Source: an optimization exercise on an open RTL-to-GDS flow (aim: small area, a short achievable clock period and few clock cycles). Production flows keep margins and buffers that such runs may drop.
At most, simulation tests tie the RTL to the original design; equivalence was not proved.
No activity file was given, so power comes from the tool's default toggle rates.

== v38 ==
// prc
module prc (
    input  wire        clk,
    input  wire        rst,             
    input  wire        op_valid,
    input  wire [31:0] op_word,
    output wire        op_ready,
    output reg         resp_valid,
    output reg  [3:0]  resp_code,
    output reg  [15:0] resp_data,
    output reg         ev_pot_write,    
    output reg         ev_gen_freq,     
    output reg         ev_gen_on,       
    output reg         ev_gen_off,      
    output reg         ev_adc_restart,  
    output reg         ev_announce,     
    output wire        out_en,
    output wire [7:0]  pot_pos,
    output wire [15:0] gen_freq
);
For scale: roughly 3400 cells after synthesis, about 450 flip-flops.
clock: 12.0 ns
lec_check: 0
cap_margin: 20
core_margin: 2
core_utilization: 40
cts_buf_list: sky130_fd_sc_hd__clkbuf_8 sky130_fd_sc_hd__clkbuf_16
cts_cluster_diameter: 60
cts_cluster_size: 16
place_density: 0.6
slew_margin: 20
standard.sh (not shown) runs the stock make flow with config.mk's settings and CLKGATE_MAP_FILE= SYNTH_SCRIPT=/design/flow/synth_recipe.tcl, a recipe that flattens the netlist after the stock synthesis.
==> flow/flow/run.sh <==
#!/bin/bash
set -euo pipefail
bash standard.sh SETUP_SLACK_MARGIN=8.1 finish > standard_make.log 2>&1
v38: all stages complete, timing, DRC and antenna checks passed
Testbench counts of v38, summed over its fixed seeds: cycles 57,204.
--- input diff v38..v50 ---
==> flow/flow/run.sh <==
#!/bin/bash
set -euo pipefail
bash standard.sh SETUP_SLACK_MARGIN=7.8 finish > standard_make.log 2>&1
--- a/flow/config.mk
+++ b/flow/config.mk
@@ -9,7 +9,4 @@
 export CORE_MARGIN = 2
 export CORE_UTILIZATION = 40
-export CTS_BUF_LIST = sky130_fd_sc_hd__clkbuf_8 sky130_fd_sc_hd__clkbuf_16
-export CTS_CLUSTER_DIAMETER = 60
-export CTS_CLUSTER_SIZE = 16
 export PLACE_DENSITY = 0.6
 export SLEW_MARGIN = 20
==> run summary <==
- Fraction of area in registers in v50 vs v38: up 0.82 points
- Measured against each other, v50 and v38 differ in routed length on met2, the lower figure coming from v50.
- For the slew at the pin closest to its max-slew limit, v50 came in 0.094 ns lower than v38 did.
- Against v38, v50 reports a total clock buffers created by CTS that is higher.
- Maximum achievable frequency sits lower in v50 than in v38.
- Run comparison: v38 cell with the biggest individual delay on the critical path edfxtp_1; v50 cell with the biggest individual delay on the critical path clkdlybuf4s50_1
diff inputs: v50 => v21
--- a/flow/config.mk
+++ b/flow/config.mk
@@ -6,7 +6,10 @@
 export NUM_CORES = 4
 export LEC_CHECK = 0
-export CAP_MARGIN = 20
+export CAP_MARGIN = 0
 export CORE_MARGIN = 2
 export CORE_UTILIZATION = 40
+export CTS_BUF_LIST = sky130_fd_sc_hd__clkbuf_8
+export CTS_CLUSTER_DIAMETER = 60
+export CTS_CLUSTER_SIZE = 16
 export PLACE_DENSITY = 0.6
-export SLEW_MARGIN = 20
+export SLEW_MARGIN = 0
### Flow results
On routed wirelength normalized by instance count: between v21 and v50, it ends up higher for v21. When v21 is set beside v50, its number of resized instances in the post-cts repair step turns out to be about 27% larger. Of the two candidates, v50 has the worse worst-case setup margin in the final layout and v21 the better one. Summary — layout filler cell count, v21 relative to v50: higher, by 1.4%. Reported for v21 and v50, detailed placer's ending HPWL turned out identical to the last digit.
Input changes introduced in v43 (baseline for comparison: v21):
==> flow/flow/run.sh <==
#!/bin/bash
set -euo pipefail
bash standard.sh SETUP_SLACK_MARGIN=8.1 finish > standard_make.log 2>&1
--- a/flow/config.mk
+++ b/flow/config.mk
@@ -6,5 +6,5 @@
 export NUM_CORES = 4
 export LEC_CHECK = 0
-export CAP_MARGIN = 0
+export CAP_MARGIN = 20
 export CORE_MARGIN = 2
 export CORE_UTILIZATION = 40
@@ -13,3 +13,3 @@
 export CTS_CLUSTER_SIZE = 16
 export PLACE_DENSITY = 0.6
-export SLEW_MARGIN = 0
+export SLEW_MARGIN = 20
==> run summary <==
- Total number of clock tree sinks: v21 vs v43 identical
- Cmp v43 and v21 / total setup buffers inserted after CTS / higher: v43
- In the tables for v43 and v21, clock group share of total power reads higher with v21.
- In the reports for v43 and v21, the smaller slack of the critical path belongs to v21.
- Lower switching power goes to v21 over v43.
- Delta(non-clock buffer count, v43 - v21) > 0
- Of v43 and v21, it is v43 that has the higher instance count on the critical path.
- Against v21, worst supply voltage drop on vdd in v43 rose by more than 10%.
- v43 has design area above what v21 had.

* * *

before:
Another version of the RTL of prc (not shown whole).
Size in the first run: roughly 3600 cells after synthesis, about 88 I/O pins, ~29000 um^2 of cells after synthesis.
clock: 12.0 ns
lec_check: 0
cap_margin: 50
core_margin: 2
core_utilization: 60
place_density: 0.8
slew_margin: 50
run.sh (not shown) runs the stock make flow with config.mk's settings and CLKGATE_MAP_FILE= SYNTH_SCRIPT=/design/flow/synth_recipe.tcl, a recipe that flattens the netlist after the stock synthesis.
Stock flow here: none of the scripts above is used.
Having completed the whole flow, before delivered a layout that passed the timing, design-rule and antenna checks.
Here is what was changed in the inputs of after compared with before.
Settings: a change of CORE_UTILIZATION from 60 to 40; a change of SLEW_MARGIN from 50 to 20; a change of PLACE_DENSITY from 0.8 to 0.6; a change of CAP_MARGIN from 50 to 20.
==> run summary <==
- Summary of after over before: async set-reset flop share out of synthesis was more or less identical; routing usage on met2 went down by 13 points; final hold slack went down by 7.1 ps.
No functional check of the RTL was part of any run of this note.

* * *

prc, a different RTL version from the one above (not shown whole).
Size: roughly 3400 cells after synthesis, about 450 flip-flops, roughly 88 I/O pins, roughly 28000 µm² of cells after synthesis.
clock: 12.0 ns
lec_check: 0
cap_margin: 20
core_margin: 2
core_utilization: 40
cts_buf_list: sky130_fd_sc_hd__clkbuf_8
cts_cluster_diameter: 60
cts_cluster_size: 16
place_density: 0.6
slew_margin: 20
standard.sh (not shown) runs the stock make flow with config.mk's settings and CLKGATE_MAP_FILE= SYNTH_SCRIPT=/design/flow/synth_recipe.tcl, a recipe that flattens the netlist after the stock synthesis.
==> flow/flow/run.sh <==
#!/bin/bash
set -euo pipefail
bash standard.sh SETUP_SLACK_MARGIN=8.1 finish > standard_make.log 2>&1
Then changed:
==> flow/flow/run.sh (replaced) <==
#!/bin/bash
set -euo pipefail
bash standard.sh SETUP_SLACK_MARGIN=7.8 finish > standard_make.log 2>&1
--- a/flow/config.mk
+++ b/flow/config.mk
@@ -9,7 +9,4 @@
 export CORE_MARGIN = 2
 export CORE_UTILIZATION = 40
-export CTS_BUF_LIST = sky130_fd_sc_hd__clkbuf_8
-export CTS_CLUSTER_DIAMETER = 60
-export CTS_CLUSTER_SIZE = 16
 export PLACE_DENSITY = 0.6
 export SLEW_MARGIN = 20
Routed wire length went down by 1.5%.
Sequential power stays flat.
Synthesized area stays the same.
Via count shrinks by about 1.2%.
Power rose by 18%.
Then changed:
--- a/flow/config.mk
+++ b/flow/config.mk
@@ -9,4 +9,7 @@
 export CORE_MARGIN = 2
 export CORE_UTILIZATION = 40
+export CTS_BUF_LIST = sky130_fd_sc_hd__clkbuf_8
+export CTS_CLUSTER_DIAMETER = 60
+export CTS_CLUSTER_SIZE = 16
 export PLACE_DENSITY = 0.6
 export SLEW_MARGIN = 20
The changed run ran to the end with no violations.
Core utilization falls by 0.88 points.
Setup slack is worse by 18 ps.
Total power falls by 14%.
Synthesized cell count is unchanged.
No functional check of the RTL was part of any run of this note.

* * *

Setup of north:
Another version of the RTL of prc (not shown whole).
Size: ~450 flip-flops, about 88 I/O pins, about 0.029 mm^2 of cells after synthesis.
## prc
module prc (
    input  wire        clk,
    input  wire        rst,             
    input  wire        op_valid,
    input  wire [31:0] op_word,
    output wire        op_ready,
    output reg         resp_valid,
    output reg  [3:0]  resp_code,
    output reg  [15:0] resp_data,
    output reg         ev_pot_write,    
    output reg         ev_gen_freq,     
    output reg         ev_gen_on,       
    output reg         ev_gen_off,      
    output reg         ev_adc_restart,  
    output reg         ev_announce,     
    output wire        out_en,
    output wire [7:0]  pot_pos,
    output wire [15:0] gen_freq
);
Settings: LEC_CHECK=0, CAP_MARGIN=20, CORE_MARGIN=2, CORE_UTILIZATION=55, CTS_BUF_LIST=sky130_fd_sc_hd__clkbuf_8, CTS_CLUSTER_DIAMETER=60, CTS_CLUSTER_SIZE=16, PLACE_DENSITY=0.7, SLEW_MARGIN=20; clock period 12.0 ns.
==> flow/flow/run.sh <==
#!/bin/bash
set -euo pipefail
bash standard.sh SETUP_SLACK_MARGIN=8.1 finish > standard_make.log 2>&1
north: all stages complete, timing, DRC and antenna checks passed
The inputs of south differ from those of north as listed below.
# north
export LEC_CHECK = 0
export CAP_MARGIN = 20
export CORE_MARGIN = 2
export CORE_UTILIZATION = 55
export CTS_BUF_LIST = sky130_fd_sc_hd__clkbuf_8
export CTS_CLUSTER_DIAMETER = 60
export CTS_CLUSTER_SIZE = 16
export PLACE_DENSITY = 0.7
export SLEW_MARGIN = 20
create_clock -name core_clock -period 12.0 [get_ports {clk}]
# south
export LEC_CHECK = 0
export CAP_MARGIN = 20
export CORE_MARGIN = 2
export CORE_UTILIZATION = 40
export CTS_BUF_LIST = sky130_fd_sc_hd__clkbuf_8
export CTS_CLUSTER_DIAMETER = 60
export CTS_CLUSTER_SIZE = 16
export PLACE_DENSITY = 0.6
export SLEW_MARGIN = 20
create_clock -name core_clock -period 12.0 [get_ports {clk}]
### Flow results
Compare north and south | final worst-path cycle share lower: south
south vs. north: proportion of final cell area spent on non-clock buffers went down by 0.87 points.
Final standard cell utilization of the core delta for south relative to north: 17 points lower
south vs. north: post-synthesis to final-layout area growth shows an increase of 0.63 points; clock skew higher.
No run of this note included a check of the RTL's function; only the layout flow was run.

* * *

rev 12:
Another version of the RTL of prc (not shown whole).
Size: ~3500 cells after synthesis.
Settings: LEC_CHECK=0, CAP_MARGIN=20, CORE_MARGIN=2, CORE_UTILIZATION=40, PLACE_DENSITY=0.6, SLEW_MARGIN=20; clock period 12.0 ns.
==> flow/flow/run.sh <==
#!/bin/bash
set -euo pipefail
bash standard.sh SETUP_SLACK_MARGIN=7.8 finish > standard_make.log 2>&1
Rev 12 ran to completion and came out clean on the timing, design-rule and antenna checks.
What rev 13 does differently from rev 12 at the input level:
==> flow/run.sh (new file) <==
#!/bin/bash
# synth_recipe.tcl (not shown) runs the flow's synth.tcl, then flattens the netlist and writes it again
# the make line also repeats each setting of config.mk as NAME=value (left out here)
make -C /OpenROAD-flow-scripts/flow DESIGN_CONFIG=/design/flow/config.mk WORK_HOME=/design/flow/orfs CLKGATE_MAP_FILE= SYNTH_SCRIPT=/design/flow/synth_recipe.tcl finish
removed: flow/flow/run.sh
removed: flow/standard.sh
- Having completed the whole flow, rev 13 delivered a layout that passed the timing, design-rule and antenna checks.
- The via count reported for rev 13 is lower than the one for rev 12.
- In rev 13, the relative contribution of the clock network to total power came out 0.5 points below the value in rev 12.
- [compare] base=rev 12 new=rev 13: routability-driven placement congestion ratio up 0.043; multi-input combinational gate total flat.
- Rev 13: non-clock inverter instance count of the final layout lower than rev 12
- Compared with rev 12, rev 13 shows a lower total of cells resized after clock tree synthesis.
No run of this note included a check of the RTL's function; only the layout flow was run.

==> static timing again, ports no longer ideal <==
No port has a modelled driver above. Below, the same layouts with a new extraction and two added sets of constraints. Step 1 assumes that a clkbuf_16 drives the clock port and a buf_2 every other input. Step 2 also shifts input and output timing later by t, the mid clock arrival at the registers, as if the neighbouring blocks saw the same clock. Slacks: ideal ports / drivers / drivers and shift; pairs: ideal ports / drivers.
run	shift t [ns]	slack for setup (ns)	worst setup path after step 2	worst slew at a driven data input, ns
v38	0.655	7.944 / 7.944 / 7.560	input to register	0.04
v50	0.667	7.782 / 7.716 / 7.358	input to register	0.04
v21	0.703	7.885 / 7.829 / 7.294	input to register	0.04
v43	0.701	8.009 / 8.009 / 7.462	input to register	0.04
before	0.659	7.344 / 7.344 / 7.274	input to register	0.04
after	0.677	7.428 / 7.428 / 6.876	input to register	0.04
the first run of note 3	0.719	7.939 / 7.939 / 7.520	input to register	0.05
the second run of note 3	0.675	7.858 / 7.798 / 7.320	input to register	0.04
the third run of note 3	0.713	7.840 / 7.783 / 7.209	input to register	0.04
north	0.696	7.900 / 7.923 / 7.227	input to register	0.06
south	0.731	7.951 / 7.990 / 7.259	input to register	0.05
rev 12	0.669	7.819 / 7.761 / 7.401	input to register	0.04
rev 13	0.659	6.670 / 6.670 / 6.670	register to register	0.04
After both steps setup and hold are still met in every run listed. For south, which loses most, drivers alone change the setup slack by +0.039 ns; drivers and shift together by -0.692 ns.
